This is an optimization exercise on Yosys and OpenROAD, whose aim is small area, not a production implementation.
Only simulation tests tie the RTL to the original design; equivalence was not proved.
Power and IR drop assume default switching activity.

==> 07-23 <==
Design sfc, start of the top module:
module sfc (
    input  wire       clk,
    input  wire       rst,           
    input  wire       host_we,
    input  wire [7:0] host_addr,
    input  wire [7:0] host_wdata,
    output reg  [7:0] host_rdata,
    output wire       tx_valid,
    output reg  [7:0] tx_data,
    input  wire       tx_ack,
    input  wire       tx_err,
    output wire       rx_ready,
    input  wire       rx_valid,
    input  wire [7:0] rx_data,
    input  wire       rx_err,
    input  wire       timeout
);
export LEC_CHECK = 0
export CAP_MARGIN = 20
export CORE_MARGIN = 2
export CORE_UTILIZATION = 40
export SLEW_MARGIN = 20
create_clock -name core_clock -period 12.0 [get_ports {clk}]
standard.sh (not shown) runs the stock make flow with config.mk's settings and CLKGATE_MAP_FILE= SYNTH_SCRIPT=/design/flow/synth_recipe.tcl, a recipe that flattens the netlist after the stock synthesis.
==> flow/flow/run.sh <==
#!/bin/bash
# Own layout flow: the standard ORFS flow (same make targets, config.mk,
# SDC and synth_recipe.tcl) with these changes:
#  1. Synthesis maps the combinational logic for area: Yosys's synth skips
#     its quick ABC pre-mapping in the "fine" stage (so full adders are
#     extracted from the $macc mapping without polarity inverters), and the
#     final ABC call runs flow/area.abc instead of ORFS's delay script.
#     Every other synthesis step is unchanged, so the registers are the
#     standard synthesis's; the standard synthesis is run first and each
#     register gets the exact name it has there (without the pre-mapping
#     Yosys can record an enable's polarity differently in the name suffix).
#  2. Port buffers are sky130_fd_sc_hd__buf_1 (every port still gets one).
#  3. CTS clusters 25 flip-flops per clkbuf_16 and adds no dummy loads.
#  4. After global routing, ORFS's power recovery (RECOVER_POWER) downsizes
#     gates on paths with positive slack.
# Each tool's output goes to a log of its own in this folder (std_synth.log,
# std_regs.log, make.log, write_def.log); ORFS keeps its per-step logs under
# orfs/logs/ (orfs_std/logs/ for the standard synthesis).
set -euo pipefail
W=$(pwd)
R="$W/orfs/results/sky130hd/sfc/base"

# Standard synthesis, for the register names.
bash "$W/standard.sh" synth > "$W/std_synth.log" 2>&1
yosys -q -p "read_verilog $R/1_2_yosys.v; hierarchy -top $FLOW_TOP; select -write $W/std_regs.txt t:sky130_fd_sc_hd__*df*" > "$W/std_regs.log" 2>&1
mv "$W/orfs" "$W/orfs_std"

export MY_ABC_SCRIPT="$W/flow/area.abc"
export MY_STD_REGS="$W/std_regs.txt"
export BUFFER_PORTS_ARGS="-buffer_cell sky130_fd_sc_hd__buf_1"
export RECOVER_POWER=100
export CTS_ARGS="-sink_clustering_enable -repair_clock_nets -sink_clustering_size 25 -sink_clustering_max_diameter 80 -buf_list sky130_fd_sc_hd__clkbuf_16 -dont_use_dummy_load"

# synth_recipe.tcl's first line defines synth (with -nofsm -noshare); keep it
# and add -noabc to the "fine:" run.
head -n 1 "$W/synth_recipe.tcl" > "$W/own_synth.tcl"
tail -n +2 "$W/synth_recipe.tcl" > "$W/synth_recipe_rest.tcl"
cat >> "$W/own_synth.tcl" <<EOF
rename synth synth_recipe_proc
proc synth {args} {
  if {[lsearch -exact \$args fine:] >= 0} { lappend args -noabc }
  synth_recipe_proc {*}\$args
}
proc abc {args} {
  set i [lsearch -exact \$args -script]
  if {\$i >= 0} { set args [lreplace \$args [expr {\$i + 1}] [expr {\$i + 1}] \$::env(MY_ABC_SCRIPT)] }
  yosys abc {*}\$args
}
source {$W/synth_recipe_rest.tcl}
source {$W/flow/std_names.tcl}
EOF

make -C "$FLOW_HOME" DESIGN_CONFIG="$W/config.mk" WORK_HOME="$W/orfs" CLKGATE_MAP_FILE= \
  SYNTH_SCRIPT="$W/own_synth.tcl" finish > "$W/make.log" 2>&1

: # left out here: write the final layout as DEF
Other scripts of this flow, unchanged in this note and not shown: flow/flow/area.abc, flow/flow/std_names.tcl
==> 02-11: changes against 07-23 <==
--- a/flow/design.v
+++ b/flow/design.v
@@ -328,18 +328,26 @@
             csum_ok_q   <= dec_csum_ok;
             res_q       <= rxbuf_q[63:16];
         end
     assign tx_valid = (phase == P_TX);
     assign rx_ready = phase[1];
-    wire [151:0] txframe = {8'hAB, txcs_q, 8'hFF, 8'hFF, txpay_q, txcmd_q, 8'hB4, 8'hAA};
-    integer t;
-    always @* begin
-        tx_data = 8'h00;
-        for (t = 0; t < 19; t = t + 1)
-            if (txcnt_q == t)
-                tx_data = tx_data | txframe[8*t +: 8];
-    end
+    function [7:0] txbyte;
+        input [4:0] idx;
+        begin
+            case (idx)
+                5'd0:  txbyte = 8'hAA;
+                5'd1:  txbyte = 8'hB4;
+                5'd2:  txbyte = txcmd_q;
+                5'd15: txbyte = 8'hFF;
+                5'd16: txbyte = 8'hFF;
+                5'd17: txbyte = txcs_q;
+                5'd18: txbyte = 8'hAB;
+                default: txbyte = txpay_q[8*(idx - 5'd3) +: 8];
+            endcase
+        end
+    endfunction
+    always @* tx_data = txbyte(txcnt_q);
     wire rep_v = (rkind_q == K_ACK) || (rkind_q == K_DATA) || (rkind_q == K_FW) ||
                  (rkind_q == K_UNKNOWN) || (errcode_q == E_MALFORMED) ||
                  (errcode_q == E_CSUM);
     wire rk_data = (rkind_q == K_DATA);
     wire rk_fw   = (rkind_q == K_FW);
@@ -352,28 +360,21 @@
     wire [255:0] blk2 = {104'd0, 8'hAB, txcs_q, 8'hFF, 8'hFF, txpay_q, txcmd_q, 8'hB4, 8'hAA};
     wire [127:0] blk4 = {48'd0, rxbuf_q};
     wire [47:0]  rd = res_q & {48{rk_fw}};
     wire [127:0] blk5 = {56'd0, rd[47:40], rd[39:32], rd[31:24], rd[23:16], rd[15:8],
                          res_q[31:0] & {32{rk_data}}};
-    wire [15:0] lo_sel, hi_sel;
-    genvar gi;
-    generate
-        for (gi = 0; gi < 16; gi = gi + 1) begin : g_dec
-            assign lo_sel[gi] = (host_addr[3:0] == gi);
-            assign hi_sel[gi] = (host_addr[7:4] == gi);
-        end
-    endgenerate
-    reg [7:0] rmux;
-    integer k;
+    wire [7:0] r0 = blk0[8*host_addr[3:0] +: 8];
+    wire [7:0] r1 = blk1[8*host_addr[3:0] +: 8];
+    wire [7:0] r2 = blk2[8*host_addr[4:0] +: 8];
+    wire [7:0] r4 = blk4[8*host_addr[3:0] +: 8];
+    wire [7:0] r5 = blk5[8*host_addr[3:0] +: 8];
     always @* begin
-        rmux = 8'h00;
-        for (k = 0; k < 16; k = k + 1) begin
-            rmux = rmux | (blk0[8*k +: 8] & {8{hi_sel[0] & lo_sel[k]}});
-            rmux = rmux | (blk1[8*k +: 8] & {8{hi_sel[1] & lo_sel[k]}});
-            rmux = rmux | (blk2[8*k +: 8] & {8{txv_q & hi_sel[2] & lo_sel[k]}});
-            rmux = rmux | (blk2[128 + 8*k +: 8] & {8{txv_q & hi_sel[3] & lo_sel[k]}});
-            rmux = rmux | (blk4[8*k +: 8] & {8{hi_sel[4] & lo_sel[k]}});
-            rmux = rmux | (blk5[8*k +: 8] & {8{hi_sel[5] & lo_sel[k]}});
-        end
+        case (host_addr[7:4])
+            4'h0:      host_rdata = r0;
+            4'h1:      host_rdata = r1;
+            4'h2, 4'h3: host_rdata = txv_q ? r2 : 8'h00;
+            4'h4:      host_rdata = r4;
+            4'h5:      host_rdata = r5;
+            default:   host_rdata = 8'h00;
+        endcase
     end
-    always @* host_rdata = rmux;
 endmodule
--- a/flow/flow/run.sh
+++ b/flow/flow/run.sh
@@ -9,12 +9,10 @@
 #     standard synthesis's; the standard synthesis is run first and each
 #     register gets the exact name it has there (without the pre-mapping
 #     Yosys can record an enable's polarity differently in the name suffix).
 #  2. Port buffers are sky130_fd_sc_hd__buf_1 (every port still gets one).
 #  3. CTS clusters 25 flip-flops per clkbuf_16 and adds no dummy loads.
-#  4. After global routing, ORFS's power recovery (RECOVER_POWER) downsizes
-#     gates on paths with positive slack.
 # Each tool's output goes to a log of its own in this folder (std_synth.log,
 # std_regs.log, make.log, write_def.log); ORFS keeps its per-step logs under
 # orfs/logs/ (orfs_std/logs/ for the standard synthesis).
 set -euo pipefail
 W=$(pwd)
@@ -26,11 +24,10 @@
 mv "$W/orfs" "$W/orfs_std"
 
 export MY_ABC_SCRIPT="$W/flow/area.abc"
 export MY_STD_REGS="$W/std_regs.txt"
 export BUFFER_PORTS_ARGS="-buffer_cell sky130_fd_sc_hd__buf_1"
-export RECOVER_POWER=100
 export CTS_ARGS="-sink_clustering_enable -repair_clock_nets -sink_clustering_size 25 -sink_clustering_max_diameter 80 -buf_list sky130_fd_sc_hd__clkbuf_16 -dont_use_dummy_load"
 
 # synth_recipe.tcl's first line defines synth (with -nofsm -noshare); keep it
 # and add -noabc to the "fine:" run.
 head -n 1 "$W/synth_recipe.tcl" > "$W/own_synth.tcl"
==> notes.md <==
Of 02-11 and 07-23, 02-11 has the higher synthesized area (gap about 3.3%, measured against 07-23). In 07-23 the clock skew is higher than in 02-11, by 0.0096 ns. In 07-23 the maximum frequency is smaller than in 02-11, by about 3%. In 07-23 the critical path depth is lower than in 02-11, by 5. Final area: 07-23 is lower than 02-11 (about 1.8%). Of 07-23 and 02-11, 07-23 has the higher total power (gap 2.9%, measured against 02-11). Between 02-11 and 07-23, the lower die area is in 07-23 (gap 3.3%, measured against 07-23). 07-23 ran to the end with violations: max-capacitance violations, max-slew violations. 02-11 completed without violations. In 07-23 the sequential share of layout area is higher than in 02-11, by 0.99 points. In 07-23 the clock-buffer cell count is higher than in 02-11, by 7.

## afterwards: timing with drivers on the ports
The flow's constraints put no driver on any port. The routed layouts listed below were extracted and timed again, unchanged, in two steps. Step 1: set_driving_cell puts a clkbuf_16 on clk and a buf_2 on each other input, an assumption about the parent block. Step 2, shift: input delay + t, output delay - t, t = (earliest + latest rising clock arrival at the registers) / 2. This alone moves slack from input paths to output paths. Slacks: ideal ports / drivers / drivers and shift; pairs: ideal ports / drivers.
run	t, ns	setup slack, ns	worst register clock-pin slew, ns	worst slew at a driven data input, ns
07-23	0.664	1.138 / 1.171 / 0.507	0.10 / 0.10	0.08
02-11	0.623	1.459 / 1.458 / 0.835	0.11 / 0.11	0.09
For 07-23, which loses most, drivers alone change the setup slack by +0.033 ns; drivers and shift together by -0.631 ns.
